Background: an optimization exercise with open tools, aiming at small area, a short achievable clock period and few clock cycles per item. Do not read the settings as production practice. The RTL was checked by simulation tests, not by an equivalence proof against the original design. Power figures rest on the tool's default switching activity, not on a simulated workload.

==> inputs of 06-22 <==
## sana_envbank
module sana_envbank (
    input  wire        clk,
    input  wire        rst,
    input  wire        in_valid,
    output wire        in_ready,
    input  wire [2:0]  in_op,
    input  wire [1:0]  in_unit,
    input  wire [79:0] in_data,
    output reg         out_valid,
    output reg  [8:0]  out_state,
    output wire [47:0] out_value,
    output reg         out_err
);
clock: 19.0 ns
lec_check: 0
cap_margin: 20
core_margin: 2
core_utilization: 40
cts_cluster_diameter: 150
cts_cluster_size: 20
slew_margin: 20
synth_hierarchical: 1
synth_minimum_keep_size: 0
standard.sh (not shown) runs the stock make flow with config.mk's settings and CLKGATE_MAP_FILE= SYNTH_SCRIPT=/design/flow/synth_recipe.tcl, a recipe that flattens the netlist after the stock synthesis.
==> flow/flow/run.sh <==
#!/bin/bash
# Layout: the standard flow (its synthesis unchanged), with timing repair
# aiming at a shorter cycle than the 19 ns clock: the clock, the delays at the
# ports and every other constraint stay as they are. make's output goes to
# make_flow.log; ORFS keeps each step's log under orfs/logs.
set -euo pipefail
cd "$(dirname "$0")/.."
export SETUP_SLACK_MARGIN=14.0
export BUFFER_PORTS_ARGS="-buffer_cell sky130_fd_sc_hd__buf_2"
bash standard.sh > make_flow.log 2>&1
==> 11-23 (differences from 06-22) <==
CTS_BUF_LIST = sky130_fd_sc_hd__clkbuf_8   (was unset)
CTS_CLUSTER_SIZE = 12   (was 20)
==> 11-20 (differences from 06-22) <==
--- a/flow/design.v
+++ b/flow/design.v
@@ -266,12 +266,11 @@
     end
     reg        q_valid, q_resp, q_err, q_setp;
     reg [1:0]  q_sunit;
     reg        q_s15;
     reg [8:0]  q_code, q_state;
-    reg [1:0]  q_job;
-    reg [2:0]  q_jsel;               
+    reg [1:0]  q_job, q_junit;
     reg [14:0] q_t;
     always @(posedge clk) begin
         if (rst) begin
             q_valid <= 1'b0;
         end else begin
@@ -283,11 +282,11 @@
         q_sunit <= c_unit;
         q_s15   <= p_s[15];
         q_code  <= n_code;
         q_state <= n_state;
         q_job   <= n_job[1:0] | n_job[3:2] | n_job[5:4];
-        q_jsel  <= issue;
+        q_junit <= {issue[2], issue[1]};
         q_t     <= (t[14:0] & {15{issue[0]}}) | (t[29:15] & {15{issue[1]}}) | (t[44:30] & {15{issue[2]}}) |
                    (p_s[14:0] & {15{c_valid & (c_op == 3'd4)}});
     end
     wire [30:0] sq_ns, sq_nc;
     wire sqn1 = ~(~(q_t[1] & q_t[14]));
@@ -592,27 +591,20 @@
     reg  [47:0] value, v_rel, sus;
     reg        m_valid, m_resp, m_err, m_setp;
     reg [1:0]  m_sunit;
     reg        m_s15;
     reg [8:0]  m_code, m_state;
+    reg [1:0]  m_junit;
     reg        f_valid, f_resp, f_err, f_setp;
     reg [1:0]  f_sunit;
     reg [15:0] f_sdata;
     reg [8:0]  f_code, f_state;
-    wire [1:0]  q_junit = {q_jsel[2], q_jsel[1]};
-    wire [15:0] q_sus_reg = (sus[15:0] & {16{q_jsel[0]}}) | (sus[31:16] & {16{q_jsel[1]}}) |
-                            (sus[47:32] & {16{q_jsel[2]}});
-    wire        q_fwd_m = m_valid && m_setp && m_sunit == q_junit;
-    wire        q_fwd_f = f_valid && f_setp && f_sunit == q_junit;
-    wire [15:0] q_sus = q_fwd_m ? {m_s15, m_x} : q_fwd_f ? f_sdata : q_sus_reg;
-    wire [2:0]  f_rs = {f_code[8:6] == V_RS, f_code[5:3] == V_RS, f_code[2:0] == V_RS};
-    wire [2:0]  q_vv = q_jsel & f_rs & {3{f_valid}};     
-    wire [2:0]  q_vr = q_jsel & ~q_vv;
-    wire [15:0] q_vrel = (value[15:0]  & {16{q_vv[0]}}) | (value[31:16] & {16{q_vv[1]}}) |
-                         (value[47:32] & {16{q_vv[2]}}) |
-                         (v_rel[15:0]  & {16{q_vr[0]}}) | (v_rel[31:16] & {16{q_vr[1]}}) |
-                         (v_rel[47:32] & {16{q_vr[2]}});
+    wire [15:0] q_sus_reg  = sus[16*q_junit +: 16];
+    wire [15:0] q_sus = (m_valid && m_setp && m_sunit == q_junit) ? {m_s15, m_x} :
+                        (f_valid && f_setp && f_sunit == q_junit) ? f_sdata : q_sus_reg;
+    wire [2:0]  q_fcode = f_code[3*q_junit +: 3];
+    wire [15:0] q_vrel = (f_valid && q_fcode == V_RS) ? value[16*q_junit +: 16] : v_rel[16*q_junit +: 16];
     reg  [14:0] m_x, m_sq;
     reg         m_nz, m_dx, m_zatt, m_zdec, m_zrel;
     always @(posedge clk) begin
         if (rst) begin
             m_valid <= 1'b0;
@@ -624,10 +616,11 @@
         m_setp  <= q_setp;
         m_sunit <= q_sunit;
         m_s15   <= q_s15;
         m_code  <= q_code;
         m_state <= q_state;
+        m_junit <= q_junit;
         m_sq    <= sq_y[29:15];
         m_nz    <= |q_t[7:0];
         m_x     <= (q_job == J_DEC) ? (~q_sus[14:0] & {15{~q_sus[15]}}) :
                    (q_job == J_REL) ? q_vrel[14:0] :
                    q_setp           ? q_t : 15'd0;
@@ -1167,11 +1160,10 @@
         end
         out_err   <= f_err;
         out_state <= f_state;
     end
     assign out_value = value;
-    wire [15:0] s_d = (f_sdata & {16{~rst_q}}) | {rst_q, 15'd0};
     reg [2:0] v_ld, v_sy, v_ss, v_sr, v_s1;
     always @(*) begin
         for (k = 0; k < 3; k = k + 1) begin
             v_ld[k] = rst_q | (f_valid & (f_code[3*k +: 3] != V_HOLD) & (f_code[3*k +: 3] != V_RS));
             v_sy[k] = ~rst_q & f_valid & (f_code[3*k +: 3] == V_JOB);
@@ -1185,10 +1177,12 @@
             if (v_ld[k])
                 value[16*k +: 16] <= (f_y & {16{v_sy[k]}}) | (sus[16*k +: 16] & {16{v_ss[k]}}) |
                                      (v_rel[16*k +: 16] & {16{v_sr[k]}}) | {v_s1[k], 15'd0};
             if (f_valid && f_code[3*k +: 3] == V_RS)
                 v_rel[16*k +: 16] <= value[16*k +: 16];
-            if (rst_q || (f_valid && f_setp && f_sunit == k))
-                sus[16*k +: 16] <= s_d;
+            if (rst_q)
+                sus[16*k +: 16] <= ONE;
+            else if (f_valid && f_setp && f_sunit == k)
+                sus[16*k +: 16] <= f_sdata;
         end
     end
 endmodule
==> 11-17 (differences from 06-22) <==
--- a/flow/design.v
+++ b/flow/design.v
@@ -266,12 +266,11 @@
     end
     reg        q_valid, q_resp, q_err, q_setp;
     reg [1:0]  q_sunit;
     reg        q_s15;
     reg [8:0]  q_code, q_state;
-    reg [1:0]  q_job;
-    reg [2:0]  q_jsel;               
+    reg [1:0]  q_job, q_junit;
     reg [14:0] q_t;
     always @(posedge clk) begin
         if (rst) begin
             q_valid <= 1'b0;
         end else begin
@@ -283,11 +282,11 @@
         q_sunit <= c_unit;
         q_s15   <= p_s[15];
         q_code  <= n_code;
         q_state <= n_state;
         q_job   <= n_job[1:0] | n_job[3:2] | n_job[5:4];
-        q_jsel  <= issue;
+        q_junit <= {issue[2], issue[1]};
         q_t     <= (t[14:0] & {15{issue[0]}}) | (t[29:15] & {15{issue[1]}}) | (t[44:30] & {15{issue[2]}}) |
                    (p_s[14:0] & {15{c_valid & (c_op == 3'd4)}});
     end
     wire [30:0] sq_ns, sq_nc;
     wire sqn1 = ~(~(q_t[1] & q_t[14]));
@@ -592,27 +591,20 @@
     reg  [47:0] value, v_rel, sus;
     reg        m_valid, m_resp, m_err, m_setp;
     reg [1:0]  m_sunit;
     reg        m_s15;
     reg [8:0]  m_code, m_state;
+    reg [1:0]  m_junit;
     reg        f_valid, f_resp, f_err, f_setp;
     reg [1:0]  f_sunit;
     reg [15:0] f_sdata;
     reg [8:0]  f_code, f_state;
-    wire [1:0]  q_junit = {q_jsel[2], q_jsel[1]};
-    wire [15:0] q_sus_reg = (sus[15:0] & {16{q_jsel[0]}}) | (sus[31:16] & {16{q_jsel[1]}}) |
-                            (sus[47:32] & {16{q_jsel[2]}});
-    wire        q_fwd_m = m_valid && m_setp && m_sunit == q_junit;
-    wire        q_fwd_f = f_valid && f_setp && f_sunit == q_junit;
-    wire [15:0] q_sus = q_fwd_m ? {m_s15, m_x} : q_fwd_f ? f_sdata : q_sus_reg;
-    wire [2:0]  f_rs = {f_code[8:6] == V_RS, f_code[5:3] == V_RS, f_code[2:0] == V_RS};
-    wire [2:0]  q_vv = q_jsel & f_rs & {3{f_valid}};     
-    wire [2:0]  q_vr = q_jsel & ~q_vv;
-    wire [15:0] q_vrel = (value[15:0]  & {16{q_vv[0]}}) | (value[31:16] & {16{q_vv[1]}}) |
-                         (value[47:32] & {16{q_vv[2]}}) |
-                         (v_rel[15:0]  & {16{q_vr[0]}}) | (v_rel[31:16] & {16{q_vr[1]}}) |
-                         (v_rel[47:32] & {16{q_vr[2]}});
+    wire [15:0] q_sus_reg  = sus[16*q_junit +: 16];
+    wire [15:0] q_sus = (m_valid && m_setp && m_sunit == q_junit) ? {m_s15, m_x} :
+                        (f_valid && f_setp && f_sunit == q_junit) ? f_sdata : q_sus_reg;
+    wire [2:0]  q_fcode = f_code[3*q_junit +: 3];
+    wire [15:0] q_vrel = (f_valid && q_fcode == V_RS) ? value[16*q_junit +: 16] : v_rel[16*q_junit +: 16];
     reg  [14:0] m_x, m_sq;
     reg         m_nz, m_dx, m_zatt, m_zdec, m_zrel;
     always @(posedge clk) begin
         if (rst) begin
             m_valid <= 1'b0;
@@ -624,10 +616,11 @@
         m_setp  <= q_setp;
         m_sunit <= q_sunit;
         m_s15   <= q_s15;
         m_code  <= q_code;
         m_state <= q_state;
+        m_junit <= q_junit;
         m_sq    <= sq_y[29:15];
         m_nz    <= |q_t[7:0];
         m_x     <= (q_job == J_DEC) ? (~q_sus[14:0] & {15{~q_sus[15]}}) :
                    (q_job == J_REL) ? q_vrel[14:0] :
                    q_setp           ? q_t : 15'd0;
@@ -1167,11 +1160,10 @@
         end
         out_err   <= f_err;
         out_state <= f_state;
     end
     assign out_value = value;
-    wire [15:0] s_d = (f_sdata & {16{~rst_q}}) | {rst_q, 15'd0};
     reg [2:0] v_ld, v_sy, v_ss, v_sr, v_s1;
     always @(*) begin
         for (k = 0; k < 3; k = k + 1) begin
             v_ld[k] = rst_q | (f_valid & (f_code[3*k +: 3] != V_HOLD) & (f_code[3*k +: 3] != V_RS));
             v_sy[k] = ~rst_q & f_valid & (f_code[3*k +: 3] == V_JOB);
@@ -1185,10 +1177,12 @@
             if (v_ld[k])
                 value[16*k +: 16] <= (f_y & {16{v_sy[k]}}) | (sus[16*k +: 16] & {16{v_ss[k]}}) |
                                      (v_rel[16*k +: 16] & {16{v_sr[k]}}) | {v_s1[k], 15'd0};
             if (f_valid && f_code[3*k +: 3] == V_RS)
                 v_rel[16*k +: 16] <= value[16*k +: 16];
-            if (rst_q || (f_valid && f_setp && f_sunit == k))
-                sus[16*k +: 16] <= s_d;
+            if (rst_q)
+                sus[16*k +: 16] <= ONE;
+            else if (f_valid && f_setp && f_sunit == k)
+                sus[16*k +: 16] <= f_sdata;
         end
     end
 endmodule
CTS_BUF_LIST = sky130_fd_sc_hd__clkbuf_8   (was unset)
CTS_CLUSTER_SIZE = 12   (was 20)
==> results.txt <==
Status - no timing/DRC/antenna violations
Fin Hold WS - 262 ps
Clk latency of the worst-skew pair - 750 ps
Clk. pwr - 0.000728 W
Post-CTS setup buffers - 33
Multi-input gate share of total cell area - 47.8%
P_leak - 12.1 nW
Post-synth EDFFs - 333
Sequential share of cell area - 40.6%
The numbers above come from 11-17.

==> results.txt <==
Status - no timing/DRC/antenna violations
Clk latency of the worst-skew pair - 600 ps
Post-synth EDFFs - 381
Sequential share of cell area - 41.8%
The numbers above come from 06-22.

==> results.txt <==
Status - no timing/DRC/antenna violations
P_leak - 11.9 nW
Clk latency of the worst-skew pair - 590 ps
Post-CTS setup buffers - 36
Termination of the worst setup path - out_value[45]
Multi-input gate share of total cell area - 47.9%
Final Net Count - 3742
Sequential share of cell area - 40.7%
Seq power - 0.00143 W
The numbers above come from 11-20.

==> results.txt <==
Status - no timing/DRC/antenna violations
P_leak - 11.9 nW
Post-synth EDFFs - 381
Sequential share of cell area - 41.9%
Clk latency of the worst-skew pair - 690 ps
Clk. pwr - 0.000740 W
The numbers above come from 11-23.

Testbench counts of 06-22, summed over its fixed seeds: cycles 36,512, items 32,000.
Testbench counts of 11-23, summed over its fixed seeds: cycles 36,512, items 32,000.
Testbench counts of 11-20, summed over its fixed seeds: cycles 36,512, items 32,000.
Testbench counts of 11-17, summed over its fixed seeds: cycles 36,512, items 32,000.

port drivers added, routing unchanged:
In the flow no input, the clock included, has a driving cell. The finished layouts below were timed again as built, in two steps. Step 1: set_driving_cell puts a clkbuf_16 on clk and a buf_2 on each other input, an assumption about the parent block. Step 2, shift: input delay + t, output delay - t, t = (earliest + latest rising clock arrival at the registers) / 2. This alone moves slack from input paths to output paths. a / b / c = ideal / step 1 / step 2; a / b = the first two.
run	shift t [ns]	setup WS [ns]	latest minus earliest clock arrival (ns)	worst slew at a driven data input, ns	pins driven straight from the clock port
06-22	0.649	13.980 / 13.917 / 13.607	0.031 / 0.031	0.07	1
11-23	0.737	13.876 / 13.819 / 13.363	0.030 / 0.030	0.06	1
11-20	0.635	13.994 / 13.932 / 13.456	0.040 / 0.040	0.05	1
11-17	0.768	13.880 / 13.818 / 13.487	0.081 / 0.081	0.05	1
After both steps every run listed still meets setup and hold. For 11-20, which loses most, drivers alone change the setup slack by -0.062 ns; drivers and shift together by -0.538 ns.
